This design comes from an exercise in tuning for small area on the open sky130 flow, not from production work. In this exercise RTL edits were held to simulation tests only and were not proved equivalent to the original. Power figures rest on the tool's default switching activity, not on a simulated workload.

File: flow/config.mk
export PLATFORM = sky130hd
export DESIGN_NAME = pocsag_rx
export DESIGN_NICKNAME = pocsag_rx
export VERILOG_FILES = /design/flow/design.v
export SDC_FILE = /design/flow/constraint.sdc
export NUM_CORES = 4
export LEC_CHECK = 0
export CAP_MARGIN = 20
export CORE_MARGIN = 2
export CORE_UTILIZATION = 40
export PLACE_DENSITY = 0.6
export SLEW_MARGIN = 20
File: flow/constraint.sdc
create_clock -name core_clock -period 10.0 [get_ports {clk}]
set_input_delay 2.0000 -clock core_clock [delete_from_list [all_inputs] [get_ports {clk}]]
set_output_delay 2.0000 -clock core_clock [all_outputs]
set_load 0.01 [all_outputs]
File: flow/design.v
module pocsag_rx (
    input  wire        clk,
    input  wire        rst,         
    input  wire [15:0] thresh,      
    input  wire        parity_en,   
    input  wire        in_valid,
    input  wire        in_bit,
    output wire        out_valid,
    output wire [1:0]  out_kind,
    output wire [22:0] out_data
);
    localparam [31:0] SYNC_CW = 32'h7CD215D8;
    localparam [31:0] IDLE_CW = 32'h7A89C197;
    function [9:0] xpow;
        input integer e;
        integer i;
        reg [9:0] r;
        begin
            r = 10'd1;
            for (i = 0; i < e; i = i + 1)
                r = r[9] ? ({r[8:0], 1'b0} ^ 10'h369) : {r[8:0], 1'b0};
            xpow = r;
        end
    endfunction
    reg  [30:0] win;
    reg  [8:0]  cnt;        
    reg         in_batch;
    reg         par;        
    reg  [21:0] stg;        
    wire [31:0] wn = {win, in_bit};
    wire pc1 = wn[4] ^ wn[6] ^ wn[7];
    wire pc2 = (wn[4] & wn[6]) | (wn[4] & wn[7]) | (wn[6] & wn[7]);
    wire pc3 = wn[8] ^ wn[10] ^ wn[12];
    wire pc4 = (wn[8] & wn[10]) | (wn[8] & wn[12]) | (wn[10] & wn[12]);
    wire pc5 = wn[17] ^ wn[20] ^ wn[22];
    wire pc6 = (wn[17] & wn[20]) | (wn[17] & wn[22]) | (wn[20] & wn[22]);
    wire pc7 = wn[23] ^ wn[26] ^ wn[27];
    wire pc8 = (wn[23] & wn[26]) | (wn[23] & wn[27]) | (wn[26] & wn[27]);
    wire pc9 = wn[28] ^ wn[29] ^ wn[30];
    wire pc10 = (wn[28] & wn[29]) | (wn[28] & wn[30]) | (wn[29] & wn[30]);
    wire pc11 = pc1 ^ pc3 ^ pc5;
    wire pc12 = (pc1 & pc3) | (pc1 & pc5) | (pc3 & pc5);
    wire pc13 = pc7 ^ pc9 ^ pc11;
    wire pc14 = (pc7 & pc9) | (pc7 & pc11) | (pc9 & pc11);
    wire pc15 = wn[0] ^ wn[1] ^ wn[2];
    wire pc16 = (wn[0] & wn[1]) | (wn[0] & wn[2]) | (wn[1] & wn[2]);
    wire pc17 = wn[5] ^ wn[9] ^ wn[11];
    wire pc18 = (wn[5] & wn[9]) | (wn[5] & wn[11]) | (wn[9] & wn[11]);
    wire pc19 = wn[13] ^ wn[14] ^ wn[15];
    wire pc20 = (wn[13] & wn[14]) | (wn[13] & wn[15]) | (wn[14] & wn[15]);
    wire pc21 = wn[16] ^ wn[18] ^ wn[19];
    wire pc22 = (wn[16] & wn[18]) | (wn[16] & wn[19]) | (wn[18] & wn[19]);
    wire pc23 = wn[21] ^ wn[24] ^ wn[25];
    wire pc24 = (wn[21] & wn[24]) | (wn[21] & wn[25]) | (wn[24] & wn[25]);
    wire pc25 = wn[31] ^ pc15 ^ pc17;
    wire pc26 = (wn[31] & pc15) | (wn[31] & pc17) | (pc15 & pc17);
    wire pc27 = pc19 ^ pc21 ^ pc23;
    wire pc28 = (pc19 & pc21) | (pc19 & pc23) | (pc21 & pc23);
    wire pc29 = ~pc13 ^ pc25 ^ pc27;
    wire pc30 = (~pc13 & pc25) | (~pc13 & pc27) | (pc25 & pc27);
    wire pc31 = pc2 ^ pc4 ^ pc6;
    wire pc32 = (pc2 & pc4) | (pc2 & pc6) | (pc4 & pc6);
    wire pc33 = pc8 ^ pc10 ^ pc12;
    wire pc34 = (pc8 & pc10) | (pc8 & pc12) | (pc10 & pc12);
    wire pc35 = pc14 ^ pc31 ^ pc33;
    wire pc36 = (pc14 & pc31) | (pc14 & pc33) | (pc31 & pc33);
    wire pc37 = pc16 ^ pc18 ^ pc20;
    wire pc38 = (pc16 & pc18) | (pc16 & pc20) | (pc18 & pc20);
    wire pc39 = pc22 ^ pc24 ^ pc26;
    wire pc40 = (pc22 & pc24) | (pc22 & pc26) | (pc24 & pc26);
    wire pc41 = pc28 ^ pc30 ^ pc37;
    wire pc42 = (pc28 & pc30) | (pc28 & pc37) | (pc30 & pc37);
    wire pc43 = ~pc35 ^ pc39 ^ pc41;
    wire pc44 = (~pc35 & pc39) | (~pc35 & pc41) | (pc39 & pc41);
    wire pc45 = pc32 ^ pc34 ^ pc36;
    wire pc46 = (pc32 & pc34) | (pc32 & pc36) | (pc34 & pc36);
    wire pc47 = pc38 ^ pc40 ^ pc42;
    wire pc48 = (pc38 & pc40) | (pc38 & pc42) | (pc40 & pc42);
    wire pc49 = ~pc45 ^ pc44 ^ pc47;
    wire pc50 = (~pc45 & pc44) | (~pc45 & pc47) | (pc44 & pc47);
    wire pc51 = ~pc46 ^ pc48 ^ pc50;
    wire pc52 = (~pc46 & pc48) | (~pc46 & pc50) | (pc48 & pc50);
    wire [4:0] pc_sum = {~pc52, ~pc51, ~pc49, ~pc43, ~pc29};
    wire       pc_last = wn[3];
    wire window_full = (cnt[4:0] == 5'd31);
    wire [6:0] th_sum    = {2'd0, pc_sum} + {6'd0, pc_last} + {1'b0, ~thresh[15:10]}
                         + {6'd0, thresh[9:0] == 10'd0};
    wire qualifies   = window_full && th_sum[6];
    wire cw_end      = in_valid && in_batch && window_full;
    wire batch_done  = cw_end && (cnt[8:5] == 4'd15);
    wire cw_start    = (cnt[4:0] == 5'd0);
    wire [9:0] lf    = win[9:0];
    wire [9:0] lf_in = cw_start ? 10'd0 : lf;
    wire [9:0] lf_nx = lf_in[9] ? ({lf_in[8:0], in_bit} ^ 10'h369) : {lf_in[8:0], in_bit};
    always @(posedge clk) begin
        if (in_valid) begin
            win[9:0] <= in_batch ? lf_nx : wn[9:0];
            if (!in_batch || cnt[4:0] <= 5'd20)
                win[30:10] <= {win[29:10], in_batch ? in_bit : win[9]};
            par <= (par & ~cw_start) ^ in_bit;
        end
        if (rst) begin
            cnt      <= 9'd0;
            in_batch <= 1'b0;
        end else if (in_valid) begin
            if (!in_batch && qualifies) begin
                in_batch <= 1'b1;
                cnt      <= 9'd0;
            end else begin
                if (in_batch || !window_full)
                    cnt <= cnt + 9'd1;
                if (batch_done)
                    in_batch <= 1'b0;
            end
        end
    end
    reg  [31:11] cfix;
    reg          anym;
    integer p;
    always @* begin
        cfix = win[30:10];
        anym = 1'b0;
        for (p = 11; p <= 30; p = p + 1)
            if (lf == xpow(p - 1)) begin
                cfix[p] = ~win[p - 1];
                anym    = 1'b1;
            end
    end
    wire c_ok   = (lf == 10'd0) | anym;
    wire c_par  = par ^ in_bit ^ anym;
    wire c_val  = c_ok & ~(parity_en & c_par);
    wire c_idle = (cfix == IDLE_CW[31:11]) & (in_bit == IDLE_CW[0]);
    always @(posedge clk)
        if (cw_end)
            stg <= {c_val & cfix[31], c_val & ~cfix[31] & ~c_idle, cfix[30:11]};
    reg  [21:0] rg [0:14];
    reg  [3:0]  q;
    wire [3:0]  wslot = (cnt[8:5] == 4'd15) ? 4'd0 : cnt[8:5];
    wire [21:0] ring_in = (q == wslot) ? stg : rg[14];
    integer s;
    always @(posedge clk) begin
        rg[0] <= ring_in;
        for (s = 1; s < 15; s = s + 1)
            rg[s] <= rg[s-1];
    end
    always @(posedge clk) begin
        if (rst)
            q <= 4'd0;
        else if (!batch_done)
            q <= (q == 4'd14) ? 4'd0 : q + 4'd1;
    end
    localparam [1:0] R_IDLE = 2'd0, R_CW = 2'd1, R_SER = 2'd2, R_END = 2'd3;
    reg  [1:0]  rs;
    reg  [3:0]  rk;         
    reg         active;     
    reg         half;       
    reg  [10:0] sr;         
    reg  [6:0]  c7;         
    wire [21:0] rw     = rg[14];
    wire [3:0]  rslot  = (rk == 4'd15) ? 4'd0 : rk;
    wire        rsel   = (rs == R_CW) && (q == rslot);
    wire        r_msg  = rw[21];
    wire        r_addr = rw[20];
    wire        sr_last = ~|sr[10:2];
    reg  [9:0]  chunk;
    integer t;
    always @* begin
        for (t = 0; t < 10; t = t + 1)
            chunk[t] = half ? rw[9 - t] : rw[19 - t];
    end
    wire sr_load = rsel && (half || (r_msg && active));
    always @(posedge clk)
        sr <= sr_load ? {1'b1, chunk} : {1'b0, sr[10:1]};
    always @(posedge clk) begin
        if (rst) begin
            rs <= R_IDLE;
        end else begin
            case (rs)
                R_IDLE: begin
                    if (batch_done) begin
                        rs     <= R_CW;
                        rk     <= 4'd0;
                        active <= 1'b0;
                        half   <= 1'b0;
                    end
                end
                R_CW: begin
                    if (rsel) begin
                        if (half) begin
                            rs <= R_SER;
                        end else begin
                            active <= r_addr | (r_msg & active);
                            if (r_addr)
                                c7 <= 7'd1;
                            if (r_msg && active) begin
                                rs <= R_SER;
                            end else if (rk == 4'd15)
                                rs <= R_END;
                            else
                                rk <= rk + 4'd1;
                        end
                    end
                end
                R_SER: begin
                    c7 <= c7[6] ? 7'd1 : {c7[5:0], sr[0]};
                    if (sr_last) begin
                        half <= ~half;
                        if (!half)
                            rs <= R_CW;
                        else if (rk == 4'd15)
                            rs <= R_END;
                        else begin
                            rk <= rk + 4'd1;
                            rs <= R_CW;
                        end
                    end
                end
                R_END: rs <= R_IDLE;
            endcase
        end
    end
    wire is_page = rsel & r_addr;
    wire is_char = (rs == R_SER) & c7[6];
    wire is_bend = (rs == R_END);
    assign out_valid = is_page | is_char | is_bend;
    assign out_kind  = {is_bend, is_char};
    assign out_data  = is_page ? {rw[1:0], rw[19:2], rk[3:1]}
                     : is_char ? {16'd0, sr[0], c7[0], c7[1], c7[2], c7[3], c7[4], c7[5]}
                     : 23'd0;
endmodule
File: flow/flow/run.sh
#!/bin/bash
# The standard layout (standard.sh) with three changes to how it is made:
#  - synthesis maps logic with an area-oriented ABC script (flow/abc_speed.script),
#    run from a private copy of the ORFS scripts; registers are mapped as usual;
#  - clock tree: no dummy loads, clkbuf_4 sink clusters under a clkbuf_16 root;
#  - the port buffers are buf_1.
# Each tool's output goes to standard.log and ORFS's own logs under orfs/logs.
set -euo pipefail
here=$(pwd)
rm -rf "$here/scripts"
cp -r "$FLOW_HOME/scripts" "$here/scripts"
cp "$here/flow/abc_speed.script" "$here/scripts/abc_speed.script"
export CTS_ARGS="-sink_clustering_enable -repair_clock_nets -dont_use_dummy_load -root_buf sky130_fd_sc_hd__clkbuf_16 -buf_list {sky130_fd_sc_hd__clkbuf_4 sky130_fd_sc_hd__clkbuf_8} -sink_clustering_buffer sky130_fd_sc_hd__clkbuf_4 -sink_clustering_size 10 -sink_clustering_max_diameter 35"
export BUFFER_PORTS_ARGS="-buffer_cell sky130_fd_sc_hd__buf_1"
bash standard.sh SCRIPTS_DIR="$here/scripts" finish > standard.log 2>&1
File: flow/flow/abc_speed.script
strash
dc2
dch
amap
topo
dnsize -c
File: flow/standard.sh
#!/bin/bash
# synth_recipe.tcl (not shown) runs the flow's synth.tcl, then flattens the netlist and writes it again
# the make line also repeats each setting of config.mk as NAME=value (left out here)
make -C /OpenROAD-flow-scripts/flow DESIGN_CONFIG=/design/flow/config.mk WORK_HOME=/design/flow/orfs CLKGATE_MAP_FILE= SYNTH_SCRIPT=/design/flow/synth_recipe.tcl "${@:-finish}"
==> run_results.csv, run 1 <==
group,metric,value,unit
status,status,"finished clean",
clocking,insertion_delay,510,ps
placement,dp.cells,1363,
finish,n_fill_cell,2744,
drt,wl_per_cell,14.49,um
critical_path,path_class,"in2reg",
sta,fin_crit_sh,73.90,%
placement,portBuffers,46,
die,core_area,29870,um2
die,num_io_pins,47,
logic_synthesis,ys_warn_count,2,
logic_synthesis,synth_nets,991,
critical_path,cp.required,10340,ps
placement,gp_congestion,0.8388,
grt,overflow,0,
clocking,cts_sinks,424,
logic_synthesis,synthDistinctLibCells,39,
clocking,root_buffer,"clkbuf_16",
run,maxCapViolations,0,
drt,num_vias,6747,
finish,final_nets,1096,
drt,routed_wl,20550,um
grt,grt_pass1_wl,33220,um
drt,drtAntennaViolNets,0,
finish,layoutNonFillerInstCount,1418,
logic_synthesis,synth_area_per_cell,13.19,um2
sta,rsz0062_at_grt,"no",
clocking,post-cts-setup-buffers,0,
pwr,ir_drop,0.2016,mV
clocking,cts.clk_slew.worst_paths,90,ps
critical_path,setup.worst_path.start_class,"input port",
logic_synthesis,ys_ff_latch,424,
clocking,cts_hold_buffers,0,
critical_path,critPathMaxFanout,5,
pwr,power_leakage,5.121,nW
sta,slew_headroom,35.83,%
finish,layout_commonest_cell,"dfxtp_1",
drt,dr.pass1.iters,5,
finish,diodes,0,
critical_path,path_common_cell,"fa_1",
die,die_width,178.7,um
logic_synthesis,synth_seq_area_share,75.05,%
clocking,cts_tree,"done",
clocking,cts.repair.resized,0,
sta,fin_skew,59.91,ps
logic_synthesis,synth_cells,925,
pwr,powerDensity,239.2,nW/um2
logic_synthesis,syn-cell-area,12200,um2
grt,antenna_found_initial,0,
clocking,clockBufferDepth,3,
sta,max_freq,135.3,MHz
sta,slew_viol_final,0,
sta,tightest_slew,960.2,ps
sta,setup-tns-final,0,ps
sta,hold_viol,0,
sta,setup_viol,0,
die,rows,63,
critical_path,worstSetupEndpointType,"register",
drt,drt-vias-per-instance,4.758,
drt,drc,0,
sta,fin_crit,7390,ps
finish,drive_gt1_share,5.837,%
min_path,hold_path.class,"reg2reg",
critical_path,path_buf_inv,4,
die,die_h,178.7,um
die,start_util,40.85,%
critical_path,worstPathArrival,7730,ps
drt,drtIter0Drc,393,
finish,layout_common_cells,"dfxtp_1 (357), clkinv_1 (110), nor2_1 (102)",
critical_path,critical_path.top_delay_family,"adder cells",
grt,grt_use_total,13.54,%
critical_path,cpMaxStageDelayCell,"fa_1",
placement,dp_hpwl,14800,um
critical_path,cp_slowest_stage_delay,600,ps
clocking,numCtsBuffers,55,
clocking,cts-htree-levels,2,
finish,layout-area-overhead-vs-synth,9.842,%
grt,grt_max_degree,30,
die,dieArea,31920,um2
grt,grt_pass1_vias,6527,
[cell usage after synthesis, drive strengths merged]
cell type | number | area share (%)
a2111o | 1 | 0.092
a2111oi | 3 | 0.22
a211o | 1 | 0.072
a211oi | 4 | 0.25
a21o | 3 | 0.18
a21oi | 45 | 1.8
a221oi | 6 | 0.43
a22oi | 4 | 0.25
a311oi | 3 | 0.22
a31o | 1 | 0.072
a31oi | 2 | 0.10
a32o | 1 | 0.082
a41o | 1 | 0.082
and4 | 1 | 0.072
buf | 2 | 0.12
clkinv | 110 | 3.4
dfxtp | 357 | 59
edfxtp | 67 | 16
fa | 27 | 4.4
ha | 18 | 1.8
nand2 | 35 | 1.1
nand3 | 3 | 0.12
nand4 | 15 | 0.77
nand4b | 1 | 0.072
nor2 | 102 | 3.1
nor2b | 5 | 0.26
nor3 | 19 | 0.78
nor4 | 21 | 1.1
o21ai | 15 | 0.62
o221a | 1 | 0.092
o221ai | 1 | 0.072
o22a | 12 | 0.86
o22ai | 11 | 0.56
o311a | 1 | 0.082
o32ai | 6 | 0.43
or2 | 3 | 0.15
or3 | 4 | 0.21
or4 | 8 | 0.49
xor2 | 5 | 0.36
[through the flow]
stage | cell area [um2] | hold slack, ps | utilization, % | setup WS (ps) | power (W)
CTS | 13410 | 280.9 | 44.87 | 2536 | 0.003266
global placement | 12880 | 309.6 | 43.10 | 2199 | 0.002412
floorplan | 12200 | 309.6 | - | 2822 | 0.002308
global route | 13410 | 281.7 | 44.87 | 2147 | 0.003412
detailed placement | 12900 | 312.1 | 43.20 | 2026 | 0.002447
finish | 13410 | 274.3 | 44.87 | 2611 | 0.003206
[sequential cells by signal, summed over array words and instances, names as in the netlist]
register,cells
rg,330
active,1
par,1
in_batch,1
rk,4
stg,22
rs,2
q,4
sr,11
win,31
half,1
cnt,9
c7,7
[cells by family (layout without fill, tap and decap cells)]
kind of cell             after synthesis  after routing  share of synthesized area (%)
adder cells (fa/ha/maj)               45             45                          6.274
XOR/XNOR                               5              5                         0.3588
AND/OR/NAND/NOR                      217            217                          8.212
AO/OA/AOI/OAI                        122            122                          6.603
buffers and inverters                112            215                          3.506
flip-flops                           424            424                          75.05
[where the power goes]
group          internal [W]  total, W  leakage, nW  switching, W
Combinational      0.000181  0.000408         1.20      0.000228
Clock              0.000322  0.000812        0.292      0.000489
Sequential          0.00193   0.00199         3.63     0.0000542
[final timing paths]
| check | depth (start not counted) | from | end | slack (ps) |
|---|---|---|---|---|
| max | 25 | in_bit | cnt[7]$_SDFFE_PP0P_ | 2610 |
| min | 0 | rg[11][8]$_DFF_P_ | rg[12][8]$_DFF_P_ | 270 |
| max reg2reg | 26 | win[7]$_DFFE_PP_ | cnt[7]$_SDFFE_PP0P_ | 3110 |
| min reg2reg | 0 | rg[11][8]$_DFF_P_ | rg[12][8]$_DFF_P_ | 270 |
[area by class of cell]
class / count / area [um2] / share of cell area, %
well taps: 390 / 488.0 / 3.640
inverters: 110 / 412.9 / 3.080
repair buffers: 50 / 222.7 / 1.661
multi-input cells: 389 / 2623 / 19.56
flip-flops and latches: 424 / 9159 / 68.32
clock buffers: 55 / 500.5 / 3.733
[layer usage]
layer | global-route usage [%] | vias to the layer above | wire length (um)
li1 | - | 3336 | -
met1 | 18.67 | 3192 | 9858
met2 | 20.72 | 168 | 8970
met3 | 3.053 | 51 | 1178
met4 | 5.454 | 0 | 541
met5 | 0 | - | 0
==> run 2, diff against run 1 <==
--- a/flow/flow/run.sh
+++ b/flow/flow/run.sh
@@ -10,6 +10,6 @@
 rm -rf "$here/scripts"
 cp -r "$FLOW_HOME/scripts" "$here/scripts"
 cp "$here/flow/abc_speed.script" "$here/scripts/abc_speed.script"
-export CTS_ARGS="-sink_clustering_enable -repair_clock_nets -dont_use_dummy_load -root_buf sky130_fd_sc_hd__clkbuf_16 -buf_list {sky130_fd_sc_hd__clkbuf_4 sky130_fd_sc_hd__clkbuf_8} -sink_clustering_buffer sky130_fd_sc_hd__clkbuf_4 -sink_clustering_size 10 -sink_clustering_max_diameter 35"
+export CTS_ARGS="-sink_clustering_enable -repair_clock_nets -dont_use_dummy_load -root_buf sky130_fd_sc_hd__clkbuf_16 -buf_list {sky130_fd_sc_hd__clkbuf_4 sky130_fd_sc_hd__clkbuf_8} -sink_clustering_buffer sky130_fd_sc_hd__clkbuf_4 -sink_clustering_size 11 -sink_clustering_max_diameter 40"
 export BUFFER_PORTS_ARGS="-buffer_cell sky130_fd_sc_hd__buf_1"
 bash standard.sh SCRIPTS_DIR="$here/scripts" finish > standard.log 2>&1
==> run 2 against run 1 <==
  * First-iteration DRC count rose by 11%
  * Largest cell class unchanged
  * Non-clock buffer count unchanged
  * Critical path depth is the same
  * Area after synthesis did not move
  * Worst hold slack gained 16 ps
  * Maximum frequency rose by 0.40%
  * Sequential share of layout area increased by 0.27 points
  * Via count down 1.1%
  * Power shrank 1.3%
  * Global-route usage is 0.18 points lower
  * Critical path type unchanged
  * Largest power group unchanged
==> run_results.csv, run 2 <==
group,metric,value,unit
die,dieArea,31920,um2
sta,setup-tns-final,0,ps
placement,gp_congestion,0.8388,
pwr,switching_power,0.0007603,W
finish,largest_register_ffs,330,
drt,dr.pass1.iters,5,
critical_path,critPathMaxFanout,5,
run,maxCapViolations,0,
die,core_area,29870,um2
clocking,post-cts-setup-buffers,0,
grt,grt_pass1_wl,32890,um
critical_path,cp-startpoint,"in_bit",
logic_synthesis,yosys.area.top_type_share,58.56,%
sta,hold_viol,0,
critical_path,r2r_setup_slack,3160,ps
sta,fin_crit,7360,ps
critical_path,path_class,"in2reg",
finish,final_nets,1089,
logic_synthesis,yosysTopAreaCell,"dfxtp_1",
logic_synthesis,synth_area_leaders,"dfxtp_1 (59%), edfxtp_1 (16%), fa_1 (4.4%), clkinv_1 (3.4%), nor2_1 (3.1%)",
critical_path,setup.worst_path.start_class,"input port",
placement,dp_hpwl,14800,um
finish,largest_register,"rg",
die,die_width,178.7,um
logic_synthesis,syn-cell-area,12200,um2
drt,num_vias,6676,
critical_path,worstSetupEndpointType,"register",
grt,grt_pass1_vias,6436,
sta,max_freq,135.9,MHz
pwr,p_int,0.002403,W
die,rows,63,
drt,drc,0,
sta,slew_viol_final,0,
logic_synthesis,synth_area_per_cell,13.19,um2
logic_synthesis,synth_cells,925,
critical_path,cp.required,10370,ps
finish,layout_common_cells,"dfxtp_1 (357), clkinv_1 (110), nor2_1 (102)",
clocking,cts-htree-levels,2,
pwr,sequentialPowerShare,62.8,%
clocking,cts_hold_buffers,0,
grt,antenna_found_initial,0,
pwr,pwr-share-clk,24.3,%
drt,wl_per_cell,14.45,um
clocking,insertion_delay,490,ps
finish,layout-area-overhead-vs-synth,9.411,%
grt,grt_max_degree,30,
sta,slew_headroom,36.53,%
clocking,root_buffer,"clkbuf_16",
critical_path,critical_path.top_delay_family,"adder cells",
logic_synthesis,synth_common_cells,"dfxtp_1 (357), clkinv_1 (110), nor2_1 (102)",
drt,drtIter0Drc,435,
die,num_io_pins,47,
status,status,"finished clean",
pwr,comb_power_share,12.9,%
finish,layout_commonest_cell,"dfxtp_1",
critical_path,reg2reg_to,"cnt[7]$_SDFFE_PP0P_",
clocking,numCtsBuffers,48,
sta,fin_skew,46.73,ps
critical_path,path_common_cell,"fa_1",
clocking,cts_tree,"done",
sta,rsz0062_at_grt,"no",
sta,setup_viol,0,
drt,drtAntennaViolNets,0,
logic_synthesis,synth_nets,991,
critical_path,worst-path-stages,25,
finish,diodes,0,
clocking,cts.clk_slew.worst_paths,110,ps
clocking,clockBufferDepth,3,
clocking,cts.repair.resized,0,
pwr,design_power_total,0.003163,W
pwr,powerDensity,236.9,nW/um2
critical_path,regToRegStartpoint,"win[7]$_DFFE_PP_",
logic_synthesis,synth_enable_flop_cells,67,
finish,drive_gt1_share,5.191,%
critical_path,path_buf_inv,4,
logic_synthesis,synthDistinctLibCells,39,
logic_synthesis,ys_warn_count,2,
pwr,ir_drop,0.2018,mV
drt,drt-vias-per-instance,4.731,
logic_synthesis,yosysMostFrequentCell,"dfxtp_1",
logic_synthesis,synth_seq_area_share,75.05,%
finish,reg_top3,"rg (330), win (31), stg (22)",
sta,fin_crit_sh,73.60,%
critical_path,crit_path_end,"cnt[7]$_SDFFE_PP0P_",
drt,routed_wl,20390,um
clocking,cts_sinks,424,
pwr,switching_share,24.04,%
die,die_h,178.7,um
pwr,power_leakage,5.089,nW
sta,tightest_slew,949.7,ps
critical_path,cp_slowest_stage_delay,600,ps
logic_synthesis,async_flop_share,0,%
finish,utilization,44.70,%
logic_synthesis,ys.flop_type,"dfxtp_1",
finish,n_fill_cell,2737,
placement,portBuffers,46,
critical_path,worstPathArrival,7730,ps
grt,overflow,0,
grt,grt_use_total,13.36,%
min_path,hold_path.class,"reg2reg",
logic_synthesis,ys_ff_latch,424,
die,start_util,40.85,%
critical_path,r2r_cells,26,
critical_path,cpMaxStageDelayCell,"fa_1",
run 2: changes by cell type in the layout (fill, tap and decap cells not counted), sizes merged:
cell / change
clkbuf: -7
run 2: how the worst min path moves through the flow:
stage | slack (ps) | end | startpoint | cells after the start
2_1_floorplan | 310 | rg[10][0]$_DFF_P_ | rg[9][0]$_DFF_P_ | 0
3_3_place_gp | 310 | rg[14][6]$_DFF_P_ | rg[13][6]$_DFF_P_ | 0
3_5_place_dp | 310 | rg[10][10]$_DFF_P_ | rg[9][10]$_DFF_P_ | 0
4_1_cts | 290 | rg[2][15]$_DFF_P_ | rg[1][15]$_DFF_P_ | 0
5_1_grt | 290 | rg[2][15]$_DFF_P_ | rg[1][15]$_DFF_P_ | 0
6_report | 290 | rg[2][15]$_DFF_P_ | rg[1][15]$_DFF_P_ | 0
run 2: layout make-up:
| class | instances | area [um2] | share of cell area [%] |
|---|---|---|---|
| Clock buffer | 48 | 447.9 | 3.355 |
| Inverter | 110 | 412.9 | 3.092 |
| Multi-Input combinational cell | 389 | 2623 | 19.64 |
| Sequential cell | 424 | 9159 | 68.59 |
| Tap cell | 390 | 488.0 | 3.654 |
| Timing Repair Buffer | 50 | 222.7 | 1.668 |
run 2: power groups by stage:
stage | Clock, W | Combinational [W] | Sequential, W
2_1_floorplan | 0 | 0.000301 | 0.00201
3_3_place_gp | 0 | 0.000390 | 0.00202
3_5_place_dp | 0 | 0.000418 | 0.00203
4_1_cts | 0.000813 | 0.000421 | 0.00199
5_1_grt | 0.000873 | 0.000484 | 0.00201
6_report | 0.000769 | 0.000409 | 0.00199
run 2: cells by family (layout without fill, tap and decap cells):
logic type,Yosys count,count (layout),share of synthesized area [%]
compound gates,122,122,6.603
simple gates,217,217,8.212
flops,424,424,75.05
buf+inv,112,208,3.506
xor+xnor,5,5,0.3588
fa+ha+maj,45,45,6.274
run 2: layer usage:
metal / GRT usage, % / wire length [um]
met1: 18.75 / 9985
met3: 2.884 / 972
met4: 4.370 / 521
met2: 20.62 / 8907
met5: 0 / 0
run 2: metrics by stage:
step                instance area, um2  hold WS, ps  worst slack [ps]  std cells
global placement                 12880        309.6              2199       1362
finish                           13350        290.0              2640       1411
global route                     13350        286.4              2177       1411
detailed placement               12900        312.1              2026       1363
CTS                              13350        289.0              2560       1411
floorplan                        12200        309.6              2822        925
==> run 3, diff against run 2 <==
--- a/flow/flow/run.sh
+++ b/flow/flow/run.sh
@@ -10,6 +10,6 @@
 rm -rf "$here/scripts"
 cp -r "$FLOW_HOME/scripts" "$here/scripts"
 cp "$here/flow/abc_speed.script" "$here/scripts/abc_speed.script"
-export CTS_ARGS="-sink_clustering_enable -repair_clock_nets -dont_use_dummy_load -root_buf sky130_fd_sc_hd__clkbuf_16 -buf_list {sky130_fd_sc_hd__clkbuf_4 sky130_fd_sc_hd__clkbuf_8} -sink_clustering_buffer sky130_fd_sc_hd__clkbuf_4 -sink_clustering_size 11 -sink_clustering_max_diameter 40"
+export CTS_ARGS="-sink_clustering_enable -repair_clock_nets -dont_use_dummy_load -root_buf sky130_fd_sc_hd__clkbuf_8 -buf_list {sky130_fd_sc_hd__clkbuf_4 sky130_fd_sc_hd__clkbuf_8} -sink_clustering_buffer sky130_fd_sc_hd__clkbuf_4 -sink_clustering_size 10 -sink_clustering_max_diameter 35"
 export BUFFER_PORTS_ARGS="-buffer_cell sky130_fd_sc_hd__buf_1"
 bash standard.sh SCRIPTS_DIR="$here/scripts" finish > standard.log 2>&1
==> run 3 against run 2 <==
  * Still clean
  * Non-clock buffer count did not move
  * Final cell count rose by 0.50%
  * Clock-buffer cell count rose by 7
  * Die area did not move
  * Clock power fell by 1%
  * Sequential share of layout area barely moved
  * Clock skew rose by 33 ps
  * Critical path depth did not move
  * Sequential power barely moved
  * Core utilization barely moved
  * Register-to-register slack got worse by 50 ps
  * Via count rose by 0.70%
  * Critical endpoint unchanged
  * Highest routed layer unchanged
==> run_results.csv, run 3 <==
group,metric,value,unit
sta,fin_skew,79.34,ps
finish,reg_top3,"rg (330), win (31), stg (22)",
logic_synthesis,synth_xor_area_share,0.3588,%
finish,drive_gt1_share,5.837,%
logic_synthesis,yosysTopAreaCell,"dfxtp_1",
finish,largest_register_ffs,330,
sta,fin_crit,7341,ps
clocking,cts_hold_buffers,0,
grt,grt_max_degree,30,
sta,max_freq,136.2,MHz
pwr,pwr-share-clk,24.1,%
pwr,ir_drop,0.2018,mV
critical_path,critPathMaxFanout,5,
finish,diodes,0,
logic_synthesis,synth_mux_area_share,0,%
sta,setup-tns-final,0,ps
die,rows,63,
clocking,cts_sinks,424,
clocking,clockBufferDepth,3,
sta,slew_viol_final,0,
sta,hold_viol,0,
logic_synthesis,synthSimpleGateAreaFrac,8.212,%
logic_synthesis,syn-cell-area,12200,um2
logic_synthesis,synth_enable_flop_cells,67,
logic_synthesis,synth_area_leaders,"dfxtp_1 (59%), edfxtp_1 (16%), fa_1 (4.4%), clkinv_1 (3.4%), nor2_1 (3.1%)",
pwr,switching_share,24.28,%
critical_path,path_class,"in2reg",
clocking,cts-htree-levels,2,
clocking,root_buffer,"clkbuf_8",
logic_synthesis,ys_ff_latch,424,
logic_synthesis,synth_top_family_by_area,"simple AND/OR/NAND/NOR gates",
die,die_h,178.7,um
pwr,switching_power,0.0007660,W
drt,drtAntennaViolNets,0,
drt,routed_wl,20500,um
clocking,cts.clk_slew.worst_paths,100,ps
logic_synthesis,synth_nets,991,
sta,rsz0062_at_grt,"no",
clocking,cts.repair.resized,0,
pwr,powerDensity,236.4,nW/um2
sta,setup_viol,0,
pwr,comb_power_share,12.9,%
logic_synthesis,synthAdderAreaFrac,6.274,%
status,status,"finished clean",
drt,dr.pass1.iters,5,
pwr,p_int,0.002389,W
clocking,numCtsBuffers,55,
finish,n_fill_cell,2752,
logic_synthesis,synth_common_cells,"dfxtp_1 (357), clkinv_1 (110), nor2_1 (102)",
pwr,design_power_total,0.003155,W
placement,gp_congestion,0.8388,
grt,grt_pass1_vias,6502,
logic_synthesis,ys.flop_type,"dfxtp_1",
placement,placed_cell_area,12900,um2
critical_path,cp.required,10390,ps
drt,num_vias,6723,
grt,grt_use_total,13.52,%
critical_path,setup.worst_path.start_class,"input port",
pwr,sequentialPowerShare,62.9,%
drt,drc,0,
drt,wl_per_cell,14.45,um
critical_path,worstSetupEndpointType,"register",
pwr,power_leakage,5.095,nW
logic_synthesis,yosysMostFrequentCell,"dfxtp_1",
run,maxCapViolations,0,
placement,portBuffers,46,
logic_synthesis,synth_cells,925,
finish,layout_common_cells,"dfxtp_1 (357), clkinv_1 (110), nor2_1 (102)",
finish,layout-area-overhead-vs-synth,9.381,%
min_path,hold_path.class,"reg2reg",
logic_synthesis,synth_compound_area_share,6.602,%
finish,layout_commonest_cell,"dfxtp_1",
logic_synthesis,synth_area_per_cell,13.19,um2
grt,antenna_found_initial,0,
finish,largest_register,"rg",
clocking,post-cts-setup-buffers,0,
grt,grt_pass1_wl,33150,um
placement,dp_hpwl,14800,um
logic_synthesis,ys_warn_count,2,
sta,fin_crit_sh,73.41,%
drt,drt-vias-per-instance,4.741,
finish,final_nets,1096,
critical_path,worstPathArrival,7730,ps
sta,slew_headroom,33.92,%
die,start_util,40.85,%
die,num_io_pins,47,
die,die_width,178.7,um
die,dieArea,31920,um2
logic_synthesis,yosys.area.top_type_share,58.56,%
drt,drtIter0Drc,326,
logic_synthesis,synthDistinctLibCells,39,
finish,design_area,13350,um2
sta,hold_ws,264.9,ps
sta,tightest_slew,966.2,ps
grt,overflow,0,
logic_synthesis,async_flop_share,0,%
logic_synthesis,synth_seq_area_share,75.05,%
clocking,cts_tree,"done",
die,core_area,29870,um2
clocking,insertion_delay,560,ps
run 3: cell counts after synthesis:
No cell type changed its count.
run 3: layer usage:
| layer | part of all wire [%] | global-route usage [%] | vias to the layer above |
|---|---|---|---|
| met4 | 2.5 | 5.318 | 0 |
| met2 | 44 | 20.74 | 186 |
| met1 | 48 | 18.68 | 3155 |
| li1 | - | - | 3330 |
| met3 | 5.5 | 2.969 | 52 |
| met5 | 0 | 0 | - |
run 3: final cells by class:
class	instances	area [um2]	area share [%]
sequential	424	9159	68.61
clock buffer	55	444.2	3.327
timing repair buffer	50	222.7	1.668
multi-input combinational	389	2623	19.65
tap	390	488.0	3.655
inverter	110	412.9	3.093
run 3: power by group through the flow:
stage / clock, W / combinational, W / sequential (W)
global route: 0.000868 / 0.000484 / 0.00201
global placement: 0 / 0.000390 / 0.00202
detailed placement: 0 / 0.000418 / 0.00203
finish: 0.000761 / 0.000408 / 0.00199
floorplan: 0 / 0.000301 / 0.00201
CTS: 0.000803 / 0.000421 / 0.00199
run 3: cell families (layout without fill, tap and decap cells):
group,Yosys count,after routing
XOR/XNOR,5,5
AO/OA/AOI/OAI,122,122
buffers and inverters,112,215
flip-flops,424,424
adder cells (fa/ha/maj),45,45
AND/OR/NAND/NOR,217,217
run 3: worst max-delay path, stage by stage:
cell and delay, ps:
buf_1 160, clkinv_1 190, fa_1 600, fa_1 440
fa_1 410, clkinv_1 70, fa_1 420, fa_1 410
fa_1 410, clkinv_1 60, fa_1 400, ha_1 290
ha_1 290, a21o_1 150, a21o_1 170, a21oi_1 250
nor2_1 70, nor2_1 300, nor2_1 100, nand3_1 110
nor2_1 60, nand2_1 80, nor2_1 70, a21oi_1 150
a311oi_1 60
run 3: through the flow:
| stage | cells | setup slack, ps | utilization (%) |
|---|---|---|---|
| 4_1_cts | 1418 | 2607 | 44.68 |
| 5_1_grt | 1418 | 2212 | 44.68 |
| 3_3_place_gp | 1362 | 2199 | 43.10 |
| 3_5_place_dp | 1363 | 2026 | 43.20 |
| 6_report | 1418 | 2659 | 44.68 |
| 2_1_floorplan | 925 | 2822 | - |
run 3: worst paths after layout:
| path | depth (start not counted) | endpoint | slack (ps) | start |
|---|---|---|---|---|
| worst max-delay path | 25 | cnt[7]$_SDFFE_PP0P_ | 2660 | in_bit |
| worst min-delay path | 0 | rg[13][16]$_DFF_P_ | 260 | rg[12][16]$_DFF_P_ |
| worst max register to register | 26 | cnt[7]$_SDFFE_PP0P_ | 3110 | win[7]$_DFFE_PP_ |
| worst min register to register | 0 | rg[13][16]$_DFF_P_ | 260 | rg[12][16]$_DFF_P_ |

[separate check: timing with driven ports]
How much do the figures lean on ideal ports? The routed layouts below were timed once more, with nothing changed but the port constraints.
Step 1 assumes that a clkbuf_16 drives the clock port and a buf_2 every other input.
Step 2, shift: input delay + t, output delay - t, t = (earliest + latest rising clock arrival at the registers) / 2. This alone moves slack from input paths to output paths.
Slacks: no drivers / after step 1 / after step 2; pairs: no drivers / after step 1.
run | t, ns | setup slack, ns | worst hold slack (ns) | worst setup path after step 2
run 1 | 0.531 | 2.610 / 2.634 / 2.103 | 0.274 / 0.274 / 0.274 | input to register
run 2 | 0.520 | 2.640 / 2.659 / 2.140 | 0.290 / 0.290 / 0.290 | input to register
run 3 | 0.571 | 2.659 / 2.678 / 2.107 | 0.265 / 0.265 / 0.265 | input to register
After both steps setup and hold are still met in every run listed. The setup slack of run 3, which loses most, moves by +0.019 ns with the drivers and by -0.552 ns with both steps.
